What follows belongs to an exercise in optimizing a design on an open flow for small area, a short achievable clock period and few clock cycles; a production flow would make more cautious choices.
RTL that was checked went through simulation tests only; none was proved equivalent to the original.
Power is estimated from default activity; no workload was simulated.

==> job 7230: inputs <==
Design deco8_decode, start of the top module:
module deco8_decode (
    input  wire        clk,
    input  wire        rst,           
    input  wire        start,         
    input  wire        cartlen_ok,    
    output reg         cart_re,
    output reg  [14:0] cart_addr,
    input  wire [7:0]  cart_rdata,
    output reg         out_re,
    output reg  [17:0] out_raddr,
    input  wire [7:0]  out_rdata,
    output reg         out_we,
    output reg  [17:0] out_waddr,
    output reg  [7:0]  out_wdata,
    output reg         done,
    output reg  [15:0] status,
    output reg  [1:0]  version,
    output wire [31:0] magic,
    output wire [15:0] dlen,
    output wire [15:0] hdr6,
    output reg  [17:0] textlen,
    output reg         text_valid,
    output reg         empty
);
    localparam [31:0] MAGIC_V1 = 32'h3A633A00;
    localparam [31:0] MAGIC_V2 = 32'h00707861;
    localparam [14:0] CODE_BASE = 15'h4300;
    localparam [14:0] CLEN_BASE = 15'h4306;
    localparam [14:0] BODY_BASE = 15'h4308;
    localparam IDLE = 0, HDR = 1, CLASS = 2, V0 = 3, V1 = 4, CP = 5, V2H = 6,
               V2C = 7, V2A = 8, V2B = 9, DRAIN = 10, TAIL = 11, ERR = 12;
    localparam NS = 13;
    reg [NS-1:0] st;
    reg        start_r, ok_r;
    reg        f1, f2;      
    reg [15:0] rc;          
  ...
clock: 10.0 ns
lec_check: 0
cap_margin: 20
core_margin: 2
core_utilization: 60
place_density_lb_addon: 0.1
slew_margin: 20
standard.sh (not shown) runs the stock make flow with config.mk's settings and CLKGATE_MAP_FILE= SYNTH_SCRIPT=/design/flow/synth_recipe.tcl, a recipe that flattens the netlist after the stock synthesis.
==> flow/flow/run.sh <==
#!/bin/bash
# The standard layout (standard.sh: the standard synthesis, floorplan,
# placement, CTS and routing) with these changes:
#  - the port buffers are buf_2 cells rather than the default pick, a slow
#    clock-delay cell; every port still gets its buffer;
#  - repair_timing aims at a setup margin of 6.5 ns, so it sizes the logic for a
#    shorter period than the 10 ns clock asks for.
# The clock period and the SDC constraints are the standard flow's, unchanged.
set -euo pipefail
bash standard.sh "BUFFER_PORTS_ARGS=-buffer_cell sky130_fd_sc_hd__buf_2" \
    SETUP_SLACK_MARGIN=6.5  "CTS_ARGS=-sink_clustering_enable -repair_clock_nets -dont_use_dummy_load -sink_clustering_size 30 -sink_clustering_max_diameter 80" finish > standard_flow.log 2>&1
==> job 413 (differences from job 7230) <==
--- a/flow/design.v
+++ b/flow/design.v
@@ -28,22 +28,23 @@
     localparam [14:0] CLEN_BASE = 15'h4306;
     localparam [14:0] BODY_BASE = 15'h4308;
     localparam IDLE = 0, HDR = 1, CLASS = 2, V0 = 3, V1 = 4, CP = 5, V2H = 6,
                V2C = 7, V2A = 8, V2B = 9, DRAIN = 10, TAIL = 11, ERR = 12;
     localparam NS = 13;
     reg [NS-1:0] st;
     reg        start_r, ok_r;
+    reg [1:0]  ver;
     reg        f1, f2;      
     reg [15:0] rc;          
     reg        rz, rle0, r1;    
     reg        g1;          
     reg        g2;          
     reg [2:0]  hidx;        
     reg [3:0]  cnt;         
-    reg [17:0] olen_c;      
+    reg [18:0] olen_c;      
     reg        ecode;       
     reg        bb;          
     reg        mism;        
     reg [63:0] hdr_o;       
     reg        a_v;         
     reg [7:0]  fq0, fq1, fq2, fq3;
     reg [3:0]  fv;          
@@ -59,15 +60,15 @@
     wire       u_lead2 = (out_wdata[7:5] == 3'b110) && (out_wdata[4:1] != 4'd0);   
     wire       u_lead3 = (out_wdata[7:4] == 4'b1110);                              
     wire       u_lead4 = (out_wdata[7:3] == 5'b11110) && (out_wdata[2:0] <= 3'd4);  
     wire       u_lo0   = (out_wdata[3:0] == 4'd0);
     assign magic = hdr_o[63:32] & {32{text_valid}};
     assign dlen  = hdr_o[31:16] & {16{text_valid}};
     assign hdr6  = hdr_o[15:0]  & {16{text_valid}};
-    wire v2 = f2;           
+    wire v2 = (ver == 2'd2);
     wire [7:0] tab_r;
     assign tab_r[0] = (r_lit[5] & r_lit[4] & r_lit[2] & ~r_lit[1] & ~r_lit[0])
                      | (r_lit[5] & r_lit[4] & ~r_lit[3] & ~r_lit[2] & r_lit[1])
                      | (~r_lit[4] & r_lit[3] & ~r_lit[1] & ~r_lit[0])
                      | (r_lit[5] & r_lit[3] & r_lit[2])
                      | (~r_lit[5] & ~r_lit[4] & ~r_lit[3] & r_lit[2] & ~r_lit[0])
                      | (r_lit[5] & r_lit[1] & r_lit[0])
@@ -139,15 +140,15 @@
         case (hidx[1:0])
             2'd0: begin mb1 = MAGIC_V1[31:24]; mb2 = MAGIC_V2[31:24]; end
             2'd1: begin mb1 = MAGIC_V1[23:16]; mb2 = MAGIC_V2[23:16]; end
             2'd2: begin mb1 = MAGIC_V1[15:8];  mb2 = MAGIC_V2[15:8];  end
             default: begin mb1 = MAGIC_V1[7:0]; mb2 = MAGIC_V2[7:0]; end
         endcase
     end
-    wire [18:0] src_x    = {1'b0, olen_c} - {7'd0, q0, q1[7:4]};
+    wire [18:0] src_x    = olen_c - {7'd0, q0, q1[7:4]};
     wire        len_gt   = (q0 == 8'h3C && {1'b0, q1[3:0]} + 5'd2 > {1'b0, q1[7:4]}) ||
                            (q0 == 8'h3D && q1 == 8'h0F);
     wire        bref_bad = src_x[18] || len_gt;
     wire        stall2   = (q0 == 8'h3C) && (q1[7:4] == 4'd2) && r_v && d_v;
     wire act_v1  = st[V1] && !rle0;
     wire pop2    = act_v1 && fv[1] && !ft[0] && !(g1 && r1) && !stall2;
     wire pop1    = (act_v1 && fv[0] && ft[0]) ||
@@ -160,18 +161,15 @@
                    (st[CP] && !bb);
     wire emit_cp = (pop2 && !z0) || (st[CP] && !bb) ||
                    (st[V2B] && !rz && fv[0]);
     wire v2a_wr  = st[V2A] && !rz && fv[0];
     wire drained = !r_v && !d_v && !out_we && !out_re && !d_cp;
     wire utf_bad = u_bad || (u_need != 2'd0);
     wire fin_short = st[IDLE] && start_r && !ok_r;
-    wire clen_lo   = (rc[15:9] == 7'd0) && (!rc[8] || rc[7:3] == 5'd0);
-    wire clen_hi   = (rc[15:14] != 2'd0) || (rc[13:8] > 6'h3D) ||
-                     (rc[13:8] == 6'h3D && rc[7:0] != 8'd0);
-    wire fin_clen  = st[V2C] && (clen_lo || clen_hi);
+    wire fin_clen  = st[V2C] && (rc < 16'd264 || rc > 16'd15616);
     wire fin_drain = st[DRAIN] && drained && (v2 ? (mism || g1) : utf_bad);
     wire fin_ok    = st[TAIL] && fv[0] && (hidx == 3'd7);
     wire fin       = fin_short || fin_clen || fin_drain || fin_ok || st[ERR];
     reg [15:0] fin_status;
     always @(*) begin
         if (st[IDLE])        fin_status = 16'h010B;                
         else if (st[V2C])    fin_status = 16'h0507;                
@@ -214,17 +212,16 @@
         end
     end
     wire [2:0] occ   = {2'b00, fv[0]} + {2'b00, fv[1]} + {2'b00, fv[2]} + {2'b00, fv[3]} +
                        {2'b00, a_v} + {2'b00, cart_re};
     wire       room  = pop2 ? (occ < 3'd6) : pop1 ? (occ < 3'd5) : (occ < 3'd4);
     wire       issue = !st[IDLE] && !fin && room;
     wire       in_tab = (cart_rdata != 8'd0) && (cart_rdata <= 8'h3B);
-    wire [14:0] rc_hd = rc[15:1] - 15'd1;
-    wire [15:0] rc_m1 = rc[0] ? {rc[15:1], 1'b0} : {rc_hd, 1'b1};
-    wire [15:0] rc_m2 = {rc_hd, rc[0]};
+    wire [15:0] rc_m1 = rc - 16'd1;
+    wire [15:0] rc_m2 = rc - 16'd2;
     wire        c0 = (rc == 16'd0), c1 = (rc == 16'd1), c2 = (rc == 16'd2), c3 = (rc == 16'd3);
     always @(posedge clk) begin
         a_v <= cart_re && !restart;
         if (restart) begin
             cart_re   <= 1'b1;
             cart_addr <= restart_addr;
         end else begin
@@ -260,14 +257,15 @@
         else if (pop1 && (st[HDR] || st[V2H] || st[TAIL]))
             hidx <= hidx + 3'd1;
         if (st[HDR] && fv[0] && !hidx[2]) begin
             f1 <= (f1 || hidx == 3'd0) && (q0 == mb1);
             f2 <= (f2 || hidx == 3'd0) && (q0 == mb2);
         end
         if (st[CLASS]) begin
+            ver <= f1 ? 2'd1 : f2 ? 2'd2 : 2'd0;
             g1  <= f1 ? (rc >= 16'd15608) : (rc != 16'd0);
             g2  <= (rc > 16'd15608);
         end
         if ((st[HDR] && hidx[2:1] == 2'b10 && fv[0]) || (st[V2H] && fv[0])) begin
             rc <= {rc[7:0], q0};
         end else if (st[CLASS]) begin
             rc   <= f1 ? ((rc >= 16'd15608) ? 16'd15608 : rc) : 16'd15616;
@@ -287,17 +285,17 @@
         end else if (pop1 && !st[HDR]) begin
             rc   <= rc_m1;
             rz   <= c1;
             rle0 <= rc[15] || c0 || c1;
             r1   <= c2;
         end
         if (st[CLASS])
-            olen_c <= 18'h3C0;
+            olen_c <= 19'h3C0;
         else if (emit)
-            olen_c <= olen_c + 18'd1;
+            olen_c <= olen_c + 19'd1;
         if (st[CP]) cnt <= cnt - 4'd1;
         else        cnt <= q1[3:0];
         if (trunc || trunc1) ecode <= 1'b0;
         else if (st[CP] && bb) ecode <= 1'b1;
         bb <= bref_bad && st[V1];
         out_re <= emit_cp;
         if (st[CP])
@@ -364,15 +362,15 @@
             r_v     <= emit && !fin;
             d_v     <= r_v;
             out_we  <= d_v || v2a_wr;
             done    <= fin;
             if (fin) begin
                 status <= fin_status;
                 if (fin_ok) begin
-                    version    <= {f2, f1};
+                    version    <= ver;
                     textlen    <= out_waddr;
                     text_valid <= 1'b1;
                     empty      <= (out_waddr == 18'd0);
                 end
             end
         end
     end
==> flow/flow/run.sh (replaced) <==
#!/bin/bash
# The standard layout (standard.sh: the standard synthesis, floorplan,
# placement, CTS and routing) with these changes:
#  - the port buffers are buf_2 cells rather than the default pick, a slow
#    clock-delay cell; every port still gets its buffer;
#  - repair_timing aims at a setup margin of 6.3 ns, so it sizes the logic for a
#    shorter period than the 10 ns clock asks for.
# The clock period and the SDC constraints are the standard flow's, unchanged.
set -euo pipefail
bash standard.sh "BUFFER_PORTS_ARGS=-buffer_cell sky130_fd_sc_hd__buf_2" \
    SETUP_SLACK_MARGIN=6.3  "CTS_ARGS=-sink_clustering_enable -repair_clock_nets -dont_use_dummy_load -sink_clustering_size 30 -sink_clustering_max_diameter 80" finish > standard_flow.log 2>&1
Settings changed: CORE_UTILIZATION 60 to 55, PLACE_DENSITY_LB_ADDON 0.1 to default.
==> job 8220 (differences from job 7230) <==
--- a/flow/design.v
+++ b/flow/design.v
@@ -56,17 +56,18 @@
     reg [1:0]  u_need;      
     reg [3:0]  u_ok;        
     reg        u_bad;
     wire       u_lead2 = (out_wdata[7:5] == 3'b110) && (out_wdata[4:1] != 4'd0);   
     wire       u_lead3 = (out_wdata[7:4] == 4'b1110);                              
     wire       u_lead4 = (out_wdata[7:3] == 5'b11110) && (out_wdata[2:0] <= 3'd4);  
     wire       u_lo0   = (out_wdata[3:0] == 4'd0);
-    assign magic = hdr_o[63:32] & {32{text_valid}};
-    assign dlen  = hdr_o[31:16] & {16{text_valid}};
-    assign hdr6  = hdr_o[15:0]  & {16{text_valid}};
+    reg        tv_m, tv_d;
+    assign magic = hdr_o[63:32] & {32{tv_m}};
+    assign dlen  = hdr_o[31:16] & {16{tv_d}};
+    assign hdr6  = hdr_o[15:0]  & {16{tv_d}};
     wire v2 = f2;           
     wire [7:0] tab_r;
     assign tab_r[0] = (r_lit[5] & r_lit[4] & r_lit[2] & ~r_lit[1] & ~r_lit[0])
                      | (r_lit[5] & r_lit[4] & ~r_lit[3] & ~r_lit[2] & r_lit[1])
                      | (~r_lit[4] & r_lit[3] & ~r_lit[1] & ~r_lit[0])
                      | (r_lit[5] & r_lit[3] & r_lit[2])
                      | (~r_lit[5] & ~r_lit[4] & ~r_lit[3] & r_lit[2] & ~r_lit[0])
@@ -321,14 +322,16 @@
         else             out_wdata <= d_lit;
         if (rs_start || (st[V2A] && rz))
             out_waddr <= 18'd0;
         else if (v2a_wr)
             out_waddr <= {10'd0, q0};
         else
             out_waddr <= out_waddr + {17'd0, out_we};
+        tv_m <= !rst && (tv_m || fin_ok);
+        tv_d <= !rst && (fin_ok || tv_d);
         if (st[TAIL] && fv[0]) hdr_o <= {hdr_o[55:0], q0};
         if (rs_start) begin
             u_need <= 2'd0;
             u_bad  <= 1'b0;
         end else if (out_we && !v2) begin
             if (u_need == 2'd0) begin
                 u_need <= u_lead2 ? 2'd1 : u_lead3 ? 2'd2 : u_lead4 ? 2'd3 : 2'd0;
==> flow/flow/run.sh (replaced) <==
#!/bin/bash
# The standard layout (standard.sh: the standard synthesis, floorplan,
# placement, CTS and routing) with these changes:
#  - the port buffers are buf_2 cells rather than the default pick, a slow
#    clock-delay cell; every port still gets its buffer;
#  - repair_timing aims at a setup margin of 6.9 ns, so it sizes the logic for a
#    shorter period than the 10 ns clock asks for.
# The clock period and the SDC constraints are the standard flow's, unchanged.
set -euo pipefail
bash standard.sh "BUFFER_PORTS_ARGS=-buffer_cell sky130_fd_sc_hd__buf_2" \
    SETUP_SLACK_MARGIN=6.9  "CTS_ARGS=-sink_clustering_enable -repair_clock_nets -dont_use_dummy_load -sink_clustering_size 30 -sink_clustering_max_diameter 80" finish > standard_flow.log 2>&1
Settings changed: CORE_UTILIZATION 60 to 55, PLACE_DENSITY_LB_ADDON 0.1 to default.
==> key figures <==
Cells and area
  • Most common cell after layout, fill and taps aside: nand2_1
  • Layout fillers: between 2000 and 2500

Drt
  • Top routing layer used: met5
  • WL per Instance: 18.4 um

Synthesis
  • Synth Area in Simple Gates: between 20% and 30%
  • #FFs+latches synth: 291

STA
  • FMAX: 303 MHz
  • Clock Skew: approximately 0.04 ns

Placement
  • Worst slack, placed: roughly 6.4 ns
  • Final GP Congestion: between 0.8 and 0.9

Power and ir drop
  • Pint: approximately 2 mW
  • Comb pwr: 723 uW

Status
  • Status: finished clean
the above is filed under job 8220

==> key figures <==
Placement
  • Worst slack, placed: just over 6 ns
  • Detailed placer's ending HPWL: 25400 um

Synthesis
  • Synth Area in Simple Gates: between 20% and 30%
  • Synth Flop Type: dfxtp_1
  • #FFs+latches synth: between 200 and 300

Power and ir drop
  • Pint: just under 2 mW

STA
  • FMAX: a little under 300 MHz
  • Clock Skew: between 0.03 and 0.04 ns

Clock network
  • Clk latency of the worst-skew pair: 0.50 ns

Status
  • Status: finished clean

Cells and area
  • Most common cell after layout, fill and taps aside: dfxtp_1
the above is filed under job 7230

==> key figures <==
Cells and area
  • Layout fillers: ~2400
  • Most common cell after layout, fill and taps aside: dfxtp_1

Global routing
  • Met2 Use GR: about two fifths

Synthesis
  • Synth Area in Simple Gates: a little over a fifth
  • #FFs+latches synth: a little under 300

Power and ir drop
  • Comb pwr: 823 uW
  • Pint: ~2.0 mW

Placement
  • Worst slack, placed: 5.98 ns
  • Final GP Congestion: 0.917

Status
  • Status: finished clean

Drt
  • Top routing layer used: met4

STA
  • FMAX: 280 MHz
  • Clock Skew: roughly 0.076 ns
the above is filed under job 413

Testbench counts of job 8220, summed over its fixed seeds: cycles 382,588.
Function not checked in job 7230 and job 413: the RTL went through the layout flow alone.

* * *

==> inputs of run C <==
deco8_decode, a different RTL version from the one above (not shown whole).
clock: 10.0 ns
lec_check: 0
cap_margin: 20
core_margin: 2
core_utilization: 40
slew_margin: 20
==> flow/flow/run.sh <==
#!/bin/bash
# The standard layout (standard.sh: the standard synthesis, floorplan,
# placement, CTS and routing) with these changes:
#  - the port buffers are buf_2 cells rather than the default pick, a slow
#    clock-delay cell; every port still gets its buffer;
#  - repair_timing aims at a setup margin of 6.5 ns, so it sizes the logic for a
#    shorter period than the 10 ns clock asks for.
# The clock period and the SDC constraints are the standard flow's, unchanged.
set -euo pipefail
bash standard.sh "BUFFER_PORTS_ARGS=-buffer_cell sky130_fd_sc_hd__buf_2" \
    SETUP_SLACK_MARGIN=6.5  "CTS_ARGS=-sink_clustering_enable -repair_clock_nets -dont_use_dummy_load -sink_clustering_size 30 -sink_clustering_max_diameter 80" finish > standard_flow.log 2>&1
==> run D: changes against run C <==
CORE_UTILIZATION = 65   (was 40)
==> impl_metrics.prom <==
# TYPE chip_impl_metric gauge
chip_impl_info{name="run_status",value="finished clean"} 1
chip_impl_metric{name="fp-row-count",unit=""} 71
chip_impl_metric{name="met2_capacity_usage_during_global_routing",unit=""} 0.311
chip_impl_metric{name="gr-usage-all-layers",unit=""} 0.200
chip_impl_info{name="worst_hold_launch",value="r_lit[7]$_DFF_P_"} 1
chip_impl_metric{name="critical-path-max-stage-delay",unit="ns"} 0.40
chip_impl_metric{name="crit_path_max_fanout",unit=""} 15
chip_impl_metric{name="total_net_switching_power",unit="W"} 0.00103
chip_impl_metric{name="final_area",unit="µm²"} 16900
chip_impl_info{name="critical_path.reg2reg.startpoint",value="fv[0]$_SDFF_PP0_"} 1
chip_impl_metric{name="die_width",unit="µm"} 198
The numbers above come from run C.

==> impl_metrics.prom <==
# TYPE chip_impl_metric gauge
chip_impl_metric{name="post-route-worst-setup-slack",unit="ns"} 6.62
chip_impl_metric{name="asyncSetResetFlopFracSynth",unit=""} 0
chip_impl_metric{name="fp-row-count",unit=""} 55
chip_impl_metric{name="cts_inserted_buffers",unit=""} 15
chip_impl_info{name="run_status",value="finished clean"} 1
chip_impl_info{name="regToRegEndpoint",value="cart_addr[8]$_SDFF_PP1_"} 1
chip_impl_metric{name="critical-path-max-stage-delay",unit="ns"} 0.39
chip_impl_info{name="critical_path.reg2reg.startpoint",value="rc[1]$_DFFE_PP_"} 1
chip_impl_metric{name="detail_route.first_pass.iterations",unit=""} 5
chip_impl_metric{name="crit_path_max_fanout",unit=""} 35
chip_impl_metric{name="power_report.internal_total",unit="W"} 0.00202
chip_impl_metric{name="total_net_switching_power",unit="W"} 0.00101
chip_impl_info{name="worst_hold_launch",value="hdr_o[5]$_DFFE_PP_"} 1
chip_impl_metric{name="pwr.group.combinational",unit="W"} 0.000782
chip_impl_info{name="worstPathCellList",value="buf_8, and2_1, buf_2"} 1
chip_impl_metric{name="met2_capacity_usage_during_global_routing",unit=""} 0.482
chip_impl_metric{name="gr-usage-all-layers",unit=""} 0.299
chip_impl_metric{name="nonClockInverterCount",unit=""} 46
chip_impl_metric{name="die_width",unit="µm"} 157
The numbers above come from run D.

Testbench counts of run C, summed over its fixed seeds: cycles 382,588.
Testbench counts of run D, summed over its fixed seeds: cycles 382,588.

[afterwards: timing with drivers on the ports]
In the flow no input, the clock included, has a driving cell. The finished layouts below were timed again as built, in two steps. Step 1 assumes that a clkbuf_16 drives the clock port and a buf_2 every other input. Step 2, shift: input delay + t, output delay - t, t = (earliest + latest rising clock arrival at the registers) / 2. This alone moves slack from input paths to output paths. Slacks: ideal ports / drivers / drivers and shift; pairs: ideal ports / drivers.
run	t (ns)	setup slack, ns	worst register clock-pin slew, ns
job 7230	0.534	6.605 / 6.555 / 6.187	0.11 / 0.11
job 413	0.543	6.424 / 6.375 / 5.954	0.12 / 0.12
job 8220	0.541	6.695 / 6.641 / 6.366	0.11 / 0.11
run C	0.557	6.612 / 6.556 / 6.531	0.11 / 0.11
run D	0.536	6.624 / 6.577 / 6.483	0.12 / 0.12
After both steps every run listed still meets setup and hold. The setup slack of job 413, which loses most, moves by -0.049 ns with the drivers and by -0.470 ns with both steps.
